What follows belongs to an exercise in optimizing a design on an open flow for small area, a short achievable clock period and few clock cycles per item; a production flow would make more cautious choices. Power figures rest on the tool's default switching activity, not on a simulated workload.

==> job 625: inputs <==
Design crc_link, start of the top module:
module crc_link (
  input  wire        clk,
  input  wire        rst,
  input  wire        cmd_valid,
  output wire        cmd_ready,
  input  wire [3:0]  cmd_code,
  input  wire [15:0] cmd_a,
  input  wire [7:0]  cmd_b,
  output reg         resp_valid,
  output reg         resp_ok,
  output reg  [15:0] resp_data,
  output wire        rx_req,
  input  wire        rx_valid,
  input  wire [7:0]  rx_data,
  input  wire        rx_end,
  output wire        tx_valid,
  output wire [7:0]  tx_data,
  input  wire        tx_ready,
  input  wire        tx_fail
);
export LEC_CHECK = 0
export CAP_MARGIN = 20
export CORE_MARGIN = 2
export CORE_UTILIZATION = 60
export CTS_BUF_LIST = sky130_fd_sc_hd__clkbuf_16
export CTS_CLUSTER_DIAMETER = 100
export CTS_CLUSTER_SIZE = 20
export PLACE_DENSITY = 0.7
export SLEW_MARGIN = 20
export TNS_END_PERCENT = 100
create_clock -name core_clock -period 10.0 [get_ports {clk}]
standard.sh (not shown) runs the stock make flow with config.mk's settings and CLKGATE_MAP_FILE= SYNTH_SCRIPT=/design/flow/synth_recipe.tcl, a recipe that flattens the netlist after the stock synthesis.
==> flow/flow/run.sh <==
#!/bin/bash
# Standard layout, asking the timing repair for more setup margin.
set -euo pipefail
bash standard.sh SETUP_SLACK_MARGIN=7 RECOVER_POWER=100 finish > make_finish.log 2>&1
==> job 5571: changes against job 625 <==
--- a/flow/design.v
+++ b/flow/design.v
@@ -40,57 +40,42 @@
   reg [1:0]   err;                 
   reg         busy, done_f, fail_f, res_ok;
   reg         rdy_q, cq_v, mode_d;
   reg [15:0]  cq_a;
   reg [7:0]   cq_b;
   reg         v_clr, v_step, v_fsent, v_fjob, v_enc, v_dec, v_rcv, v_xmt, v_ldb, v_stb, v_rdst;
   reg         rx_req_q, tx_valid_q;
-  reg [7:0]   tx_cur;              
-  reg [7:0]   tx_q;                
+  reg [7:0]   tx_q;
+  reg [15:0]  bk;                  
   reg         enc_pend;            
   reg         cache_v;             
   reg         s_act, xw, s_tx, s_res, s_fc;
   reg [4:0]   ra;                  
-  reg         rxodd;               
   reg         s_fdone, s_z;
   reg [15:0]  tw;                  
   reg         tw_full, tw_fold;
   reg [7:0]   th;                  
   reg         got, rload, rfold;
   reg         rxw;                 
   reg         vpend;               
-  reg         rstart;              
+  reg         c_fix;               
   reg c_rop, c_rack, c_rlen, c_rpay, c_ran, c_top, c_ta1, c_trest, c_ta2, c_wait;
   assign cmd_ready = rdy_q;
   assign rx_req    = rx_req_q;
   assign tx_valid  = tx_valid_q;
   assign tx_data   = tx_q;
   wire [7:0] b0 = bv[7:0];
   wire [7:0] b1 = bv[15:8];
-  wire [255:0] rd1;
-  wire [127:0] rd2;
-  wire [63:0]  rd3;
-  wire [31:0]  rd4;
-  genvar g;
-  generate
-    for (g = 0; g < 16; g = g + 1) begin : R1
-      assign rd1[16*g +: 16] = ra[0] ? bv[32*g + 16 +: 16] : bv[32*g +: 16];
-    end
-    for (g = 0; g < 8; g = g + 1) begin : R2
-      assign rd2[16*g +: 16] = ra[1] ? rd1[32*g + 16 +: 16] : rd1[32*g +: 16];
-    end
-    for (g = 0; g < 4; g = g + 1) begin : R3
-      assign rd3[16*g +: 16] = ra[2] ? rd2[32*g + 16 +: 16] : rd2[32*g +: 16];
-    end
-    for (g = 0; g < 2; g = g + 1) begin : R4
-      assign rd4[16*g +: 16] = ra[3] ? rd3[32*g + 16 +: 16] : rd3[32*g +: 16];
-    end
-  endgenerate
-  wire [15:0] port = ra[4] ? rd4[31:16] : rd4[15:0];
+  reg  [15:0] port;
   integer k;
+  always @* begin
+    port = 16'h0000;
+    for (k = 0; k < 32; k = k + 1)
+      port = port | (bv[16*k +: 16] & {16{ra == k}});
+  end
   wire [15:0] ca = cmd_a;
   wire i_hi7z = (ca[15:7] == 9'd0);
   wire i_hi6z = i_hi7z & !ca[6];
   wire i_le64 = i_hi6z | (i_hi7z & (ca[5:0] == 6'd0));
   wire i_ge2  = |ca[15:1];
   wire i_ge4  = |ca[15:2];
   wire i_le60 = i_hi6z & ((ca[5:2] != 4'hF) | (ca[1:0] == 2'd0));
@@ -134,75 +119,67 @@
   wire [7:0] nb_c = pos[0] ? (nx_clo ? crc[7:0] : tw[7:0]) : (nx_chi ? crc[15:8] : th);
   wire rxm     = c_rop | c_rlen | c_rpay;
   wire rx_tk   = rxm & rx_valid;
   wire rop_tk  = c_rop & rx_valid;
   wire rlen_tk = c_rlen & rx_valid;
   wire rpay_tk = c_rpay & rx_valid;
   wire verify  = rpay_tk & r_last;
-  wire        racc = c_rlen | c_rpay | c_ran;
-  wire [15:0] cfin = m16(racc ? {th, tx_cur} : crc);
-  wire [15:0] rfv  = cfin ^ tw;                          
+  wire [15:0] cfin = m16(crc);
   wire vmatch  = (cfin[7:0] == tw[7:0]) & (cfin[15:8] == rx_data);
   wire f_pay    = c_rpay & !rx_valid & rx_end & !got;    
   wire f_rx_pre = (c_rop & !rx_valid & rx_end) |
                   (c_rack & !tx_ready & tx_fail) |
-                  (c_rlen & (rx_valid ? !len_ok : rx_end)) | f_pay;
+                  (c_rlen & (rx_valid ? !len_ok : rx_end)) | c_fix;
   wire f_rx_post = c_ran & match_q & !tx_ready & tx_fail;
   wire f_bad     = c_ran & !match_q & (tx_ready | tx_fail);
   wire f_tx      = (c_top & !tx_ready & tx_fail) |
                    (c_ta1 & (rx_valid ? !eq4f : rx_end)) |
                    (c_trest & tx_fail & !(tx_ready & t_last)) |
                    (c_ta2 & (rx_valid ? !eq4f : rx_end));
   wire ok_end    = (c_ran & match_q & tx_ready) | (c_ta2 & rx_valid & eq4f);
   wire end_now   = ok_end | f_rx_pre | f_rx_post | f_bad | f_tx;
-  wire n_rop   = (ex & v_rcv) | rcv_now | (c_rop & !rx_valid & !rx_end);
+  wire n_rop   = (ex & v_rcv) | (c_rop & !rx_valid & !rx_end);
   wire n_rack  = rop_tk | (c_rack & !tx_ready & !tx_fail);
   wire n_rlen  = (c_rack & tx_ready) | (c_rlen & !rx_valid & !rx_end);
   wire n_rpay  = (rlen_tk & len_ok) |
                  (c_rpay & (rx_valid ? !r_last : (!rx_end | got)));
+  wire [5:0] rq = pos[5:0] - 6'd1;                       
   wire n_ran   = verify | (c_ran & !tx_ready & !tx_fail);
   wire n_top   = st_tx | (c_top & !tx_ready & !tx_fail);
   wire n_ta1   = (c_top & tx_ready) | (c_ta1 & !rx_valid & !rx_end);
   wire n_trest = (c_ta1 & rx_valid & eq4f) |
                  (c_trest & (tx_ready ? (!t_last & !tx_fail) : !tx_fail));
   wire n_ta2   = (c_trest & tx_ready & t_last) | (c_ta2 & !rx_valid & !rx_end);
   wire tx_tk   = (c_top | c_trest) & tx_ready;
-  wire [7:0] tx_tkb  = c_top ? th : nb_c;
-  wire [7:0] tx_cn   = st_tx ? b0 : !busy_e ? 8'h4F : rload ? tw[15:8] : rfold ? rfv[7:0] :
-                       tx_tk ? tx_tkb : tx_cur;
-  wire [7:0] tx_qn   = st_tx ? b0 : !busy_e ? 8'h4F : verify ? (vmatch ? 8'h4F : 8'h46) :
-                       c_ran ? (match_q ? 8'h4F : 8'h46) : tx_tk ? tx_tkb : tx_cur;
   wire tw_use  = c_trest & tx_ready & pos[0] & !nx_clo;    
   wire       w_emb = s_fin & !s_fc;
   wire       w_en  = rxw | w_emb | w_enc | w_stb;
-  wire [4:0] w_wa  = ra;
-  wire [1:0] w_be  = rxw ? {rxodd, !rxodd} : (s_act | v_enc) ? 2'b11 : {a[0], !a[0]};
+  wire [4:0] w_wa  = rxw ? rq[5:1] : s_act ? n_q[5:1] - 5'd1 : v_enc ? 5'd0 : a[5:1];
+  wire [1:0] w_be  = rxw ? {rq[0], !rq[0]} : (s_act | v_enc) ? 2'b11 : {a[0], !a[0]};
   wire [15:0] w_d  = rxw ? tw : s_act ? crc :
                      v_enc ? {a[8:1] - 8'd1, cq_b} : {cq_b, cq_b};
   always @(posedge clk) begin
     for (k = 0; k < 64; k = k + 1)
       if (w_en && w_wa == k / 2 && w_be[k % 2])
         bv[8*k +: 8] <= (k % 2) ? w_d[15:8] : w_d[7:0];
   end
   wire fresh  = rdy_q & cmd_valid;
-  wire busy_e = busy & !(c_wait & stream_free);          
-  wire direct = fresh & (busy_e | (mode_d & (cmd_code == C_RDST)));
-  wire rcv_now = fresh & !busy_e & mode_d & (cmd_code == C_RECEIVE) & !enc_pend & !xw;
-  wire to_q   = fresh & !direct & !rcv_now;
-  wire okn = (ok_end | (c_wait & res_ok)) & stream_free;
+  wire direct = fresh & (busy | (mode_d & (cmd_code == C_RDST)));
+  wire to_q   = fresh & !direct;
+  wire okn = ok_end & stream_free;
   wire dn  = done_f | okn;
   wire df  = done_f | fail_f | okn;
   wire [15:0] status = {5'd0, fail_f, dn, busy & !okn, match_q, 1'b0, err, df, df, 1'b0, fail_f};
   wire [2:0]  rk = mode_d ? cmd_a[2:0] : a[2:0];
   reg  [15:0] rdst_val;
   always @* begin
     case (rk)
       3'd0:    rdst_val = status;
       3'd1:    rdst_val = crc;
-      3'd2:    rdst_val = {9'd0, c_ran ? pos : n_q};    
+      3'd2:    rdst_val = {9'd0, n_q};
       3'd3:    rdst_val = {9'd0, pos};
       3'd4:    rdst_val = {6'd0, rem};
       default: rdst_val = 16'd64;
     endcase
   end
   wire [7:0]  ldb_byte = a[0] ? port[15:8] : port[7:0];
   wire [15:0] rd_val = (mode_d | v_rdst) ? rdst_val : v_dec ? {b0, b1} : {8'd0, ldb_byte};
@@ -230,74 +207,71 @@
       v_stb   <= (cmd_code == C_STB) & i_hi6z;
       v_rdst  <= i_rdst_ok;
     end
     if (s_start)
       ra <= 5'd1;
     else if (s_act & !s_fin) begin
       if (fetch) ra <= ra + 5'd1;
-    end else if (rxm) begin
-      if (rx_valid) ra <= c_rop ? 5'd0 : pos[5:1];
-    end else if (rdy_q)
-      ra <= (cmd_code == C_ENCODE) ? 5'd0 : cmd_a[5:1];
-    else
-      ra <= v_enc ? 5'd0 : cq_a[5:1];
-    if (rx_tk) rxodd <= !c_rop & pos[0];
+    end else
+      ra <= rdy_q ? cmd_a[5:1] : cq_a[5:1];
     if (rop_tk) tw[7:0] <= rx_data;
     else if (rlen_tk) tw[15:8] <= rx_data;
     else if (rpay_tk) begin
       if (pos[0]) tw[15:8] <= rx_data; else tw[7:0] <= rx_data;
     end else if (fetch) tw <= port;
-    tx_cur <= tx_cn;
-    tx_q   <= rst ? 8'h00 : tx_qn;
-    if (st_tx) th <= b1;
-    else if (rload) th <= tw[7:0];
-    else if (rfold) th <= rfv[15:8];
-    else if (tw_use) th <= tw[15:8];
+    if (st_tx) begin
+      tx_q <= b0;
+      th   <= b1;
+    end else if (ex & v_rcv) begin
+      tx_q <= 8'h4F;
+    end else if (verify) begin
+      tx_q <= vmatch ? 8'h4F : 8'h46;
+    end else if (tx_tk) begin
+      tx_q <= c_top ? th : nb_c;
+      if (tw_use) th <= tw[15:8];
+    end
+    if (ex & v_rcv) bk <= crc;
     resp_data <= rd_val;
     if (rst) begin
       cq_v <= 1'b0; rdy_q <= 1'b1; mode_d <= 1'b0;
       resp_valid <= 1'b0; resp_ok <= 1'b0;
       rx_req_q <= 1'b0; tx_valid_q <= 1'b0;
       crc <= 16'd0; n_q <= 7'd0; pos <= 7'd0; rem <= 10'd0;
       match_q <= 1'b0; err <= 2'd0; busy <= 1'b0; done_f <= 1'b0; fail_f <= 1'b0;
       res_ok <= 1'b0; enc_pend <= 1'b0; cache_v <= 1'b0;
       s_act <= 1'b0; xw <= 1'b0; s_tx <= 1'b0; s_res <= 1'b0; s_fc <= 1'b0;
       s_fdone <= 1'b0; s_z <= 1'b0; tw_full <= 1'b0; tw_fold <= 1'b0;
-      got <= 1'b0; rload <= 1'b0; rfold <= 1'b0; rxw <= 1'b0; vpend <= 1'b0;
-      rstart <= 1'b0;
+      got <= 1'b0; rload <= 1'b0; rfold <= 1'b0; rxw <= 1'b0; vpend <= 1'b0; c_fix <= 1'b0;
       {c_rop, c_rack, c_rlen, c_rpay, c_ran, c_top, c_ta1, c_trest, c_ta2, c_wait} <= 10'd0;
     end else begin
       cq_v   <= rdy_q ? to_q : held;
       rdy_q  <= !held & !(to_q & (xw_n | enc_pend_n | in_fc_miss | in_xfer));
       mode_d <= (ex & (v_rcv | v_xmt)) | (mode_d & !to_q);
-      resp_valid <= consume | direct | rcv_now;
-      resp_ok    <= (direct & i_rdst_ok) | rcv_now | (consume & (acc | fc_done));
-      rstart     <= rcv_now;
+      resp_valid <= consume | direct;
+      resp_ok    <= direct ? i_rdst_ok : (acc | fc_done);
       enc_pend   <= enc_pend_n;
       xw         <= xw_n;
       c_rop <= n_rop; c_rack <= n_rack; c_rlen <= n_rlen; c_rpay <= n_rpay; c_ran <= n_ran;
       c_top <= n_top; c_ta1 <= n_ta1; c_trest <= n_trest; c_ta2 <= n_ta2;
       rx_req_q   <= n_rop | n_rlen | n_rpay | n_ta1 | n_ta2;
       tx_valid_q <= n_rack | n_ran | n_top | n_trest;
-      c_wait <= end_now | (c_wait & !stream_free);
+      c_wait <= (end_now | c_wait) & !stream_free;
       if (end_now) res_ok <= ok_end;
-      if (busy & c_wait & stream_free) begin
+      if (busy & (end_now | c_wait) & stream_free) begin
         busy   <= 1'b0;
-        done_f <= res_ok;
-        fail_f <= !res_ok;
-      end
-      if (rstart) begin
-        err <= 2'd0; match_q <= 1'b0; pos <= 7'd0; rem <= 10'd0; n_q <= 7'd0;
+        done_f <= end_now ? ok_end : res_ok;
+        fail_f <= end_now ? !ok_end : !res_ok;
       end
       if (f_rx_pre | f_rx_post) err <= 2'd1;
       if (f_tx)  err <= 2'd2;
       if (f_bad) err <= 2'd3;
       rload <= rlen_tk & len_ok;
       rxw   <= rx_tk;
       vpend <= verify;
+      c_fix <= f_pay;
       rfold <= rpay_tk & pos[0] & !r_last;
       if (rop_tk) pos <= 7'd1;
       if (rlen_tk) begin
         pos <= 7'd2;
         rem <= {1'b0, rx_data, 1'b0} + 10'd4;
         got <= 1'b0;
       end
@@ -332,17 +306,21 @@
         tw_fold <= fetch;
         if (s_zero) s_z <= 1'b1;
         if (s_fin) begin
           s_act <= 1'b0;
           if (!s_fc) cache_v <= 1'b1;
         end
       end
-      if (vpend)
+      if (c_fix)
+        crc <= bk;
+      else if (vpend)
         crc <= cfin;
-      else if (s_fold)
+      else if (rload)
+        crc <= {tw[7:0], tw[15:8]};
+      else if (rfold | s_fold)
         crc <= m16(crc) ^ tw;
       else if (s_start)
         crc <= {b0, b1};
       else if (s_zero)
         crc <= cfin;
       else if (ex & v_clr)
         crc <= 16'd0;
@@ -356,13 +334,10 @@
         busy <= 1'b1; done_f <= 1'b0; fail_f <= 1'b0;
         err <= 2'd0; match_q <= 1'b0; pos <= 7'd0; rem <= 10'd0; n_q <= 7'd0;
       end
       if (st_tx) begin
         busy <= 1'b1; done_f <= 1'b0; fail_f <= 1'b0;
         err <= 2'd0; pos <= 7'd0; n_q <= a[6:0];
       end
-      if (rcv_now) begin
-        busy <= 1'b1; done_f <= 1'b0; fail_f <= 1'b0; cache_v <= 1'b0;
-      end
     end
   end
 endmodule
==> flow/flow/run.sh (replaced) <==
#!/bin/bash
# Standard layout, asking the timing repair for more setup margin.
set -euo pipefail
bash standard.sh SETUP_SLACK_MARGIN=7 finish > make_finish.log 2>&1
==> flow/config.mk (replaced) <==
export PLATFORM = sky130hd
export DESIGN_NAME = crc_link
export DESIGN_NICKNAME = crc_link
export VERILOG_FILES = /design/flow/design.v
export SDC_FILE = /design/flow/constraint.sdc
export NUM_CORES = 8
export LEC_CHECK = 0
export CAP_MARGIN = 20
export CORE_MARGIN = 2
export CORE_UTILIZATION = 60
export CTS_BUF_LIST = sky130_fd_sc_hd__clkbuf_4 sky130_fd_sc_hd__clkbuf_8
export CTS_CLUSTER_SIZE = 30
export PLACE_DENSITY = 0.7
export SLEW_MARGIN = 20
export TNS_END_PERCENT = 100
==> summary of the runs <==
- Job 625 finished with max-capacitance violations, max-slew violations left. Job 5571 produced a clean layout.
- Against job 5571, the maximum frequency of job 625 is smaller by 41%.
- Between job 5571 and job 625, the lower synthesized cell count is in job 625 (gap about 10%, measured against job 625).
- Clock power: job 5571 is larger than job 625 (about 50%).
- Of job 5571 and job 625, job 625 has the higher sequential share of layout area (gap 3.5 points).
==> figures <==
item                                                                                                           job 625    job 5571
Outcome                                                                                       finished with violations  no timing/DRC/antenna violations
Layout check failures                                                  max-capacitance violations, max-slew violations           -
Compound-gate portion of the synthesized area                                                                   8.256%      14.89%
CTS buffer count                                                                                                    40         109
Overall routed net length                                                                                     97.66 mm    128.2 mm
Parity-gate share of the synthesized area counting xor and xnor cells                                           5.127%      3.272%
Switching power as a share of total power                                                                       30.32%      30.96%
Row cnt                                                                                                             84          83
Worst Setup Path Type                                                                                        in -> reg  reg -> reg
Inst Count DP                                                                                                    2,980       3,227
Non-clock buffer area fraction after layout                                                                     4.611%      9.145%
Function was not checked in any run of this note: the RTL went through the layout flow alone.

afterwards: timing with drivers on the ports:
No port has a modelled driver above. Below, the same layouts with a new extraction and two added sets of constraints. Step 1, drivers: a clkbuf_16 drives clk and a buf_2 each remaining input, both assumed. Step 2 also shifts input and output timing later by t, the mid clock arrival at the registers, as if the neighbouring blocks saw the same clock. a / b / c = ideal ports / drivers / drivers and shift; a / b = the first two.
run | shift t [ns] | setup slack, ns | pins driven straight from the clock port
job 625 | 0.655 | 4.237 / 4.276 / 3.620 | 1
job 5571 | 0.803 | 6.612 / 6.612 / 5.972 | 1
For job 5571, which loses most, drivers alone change the setup slack by 0.000 ns; drivers and shift together by -0.640 ns.
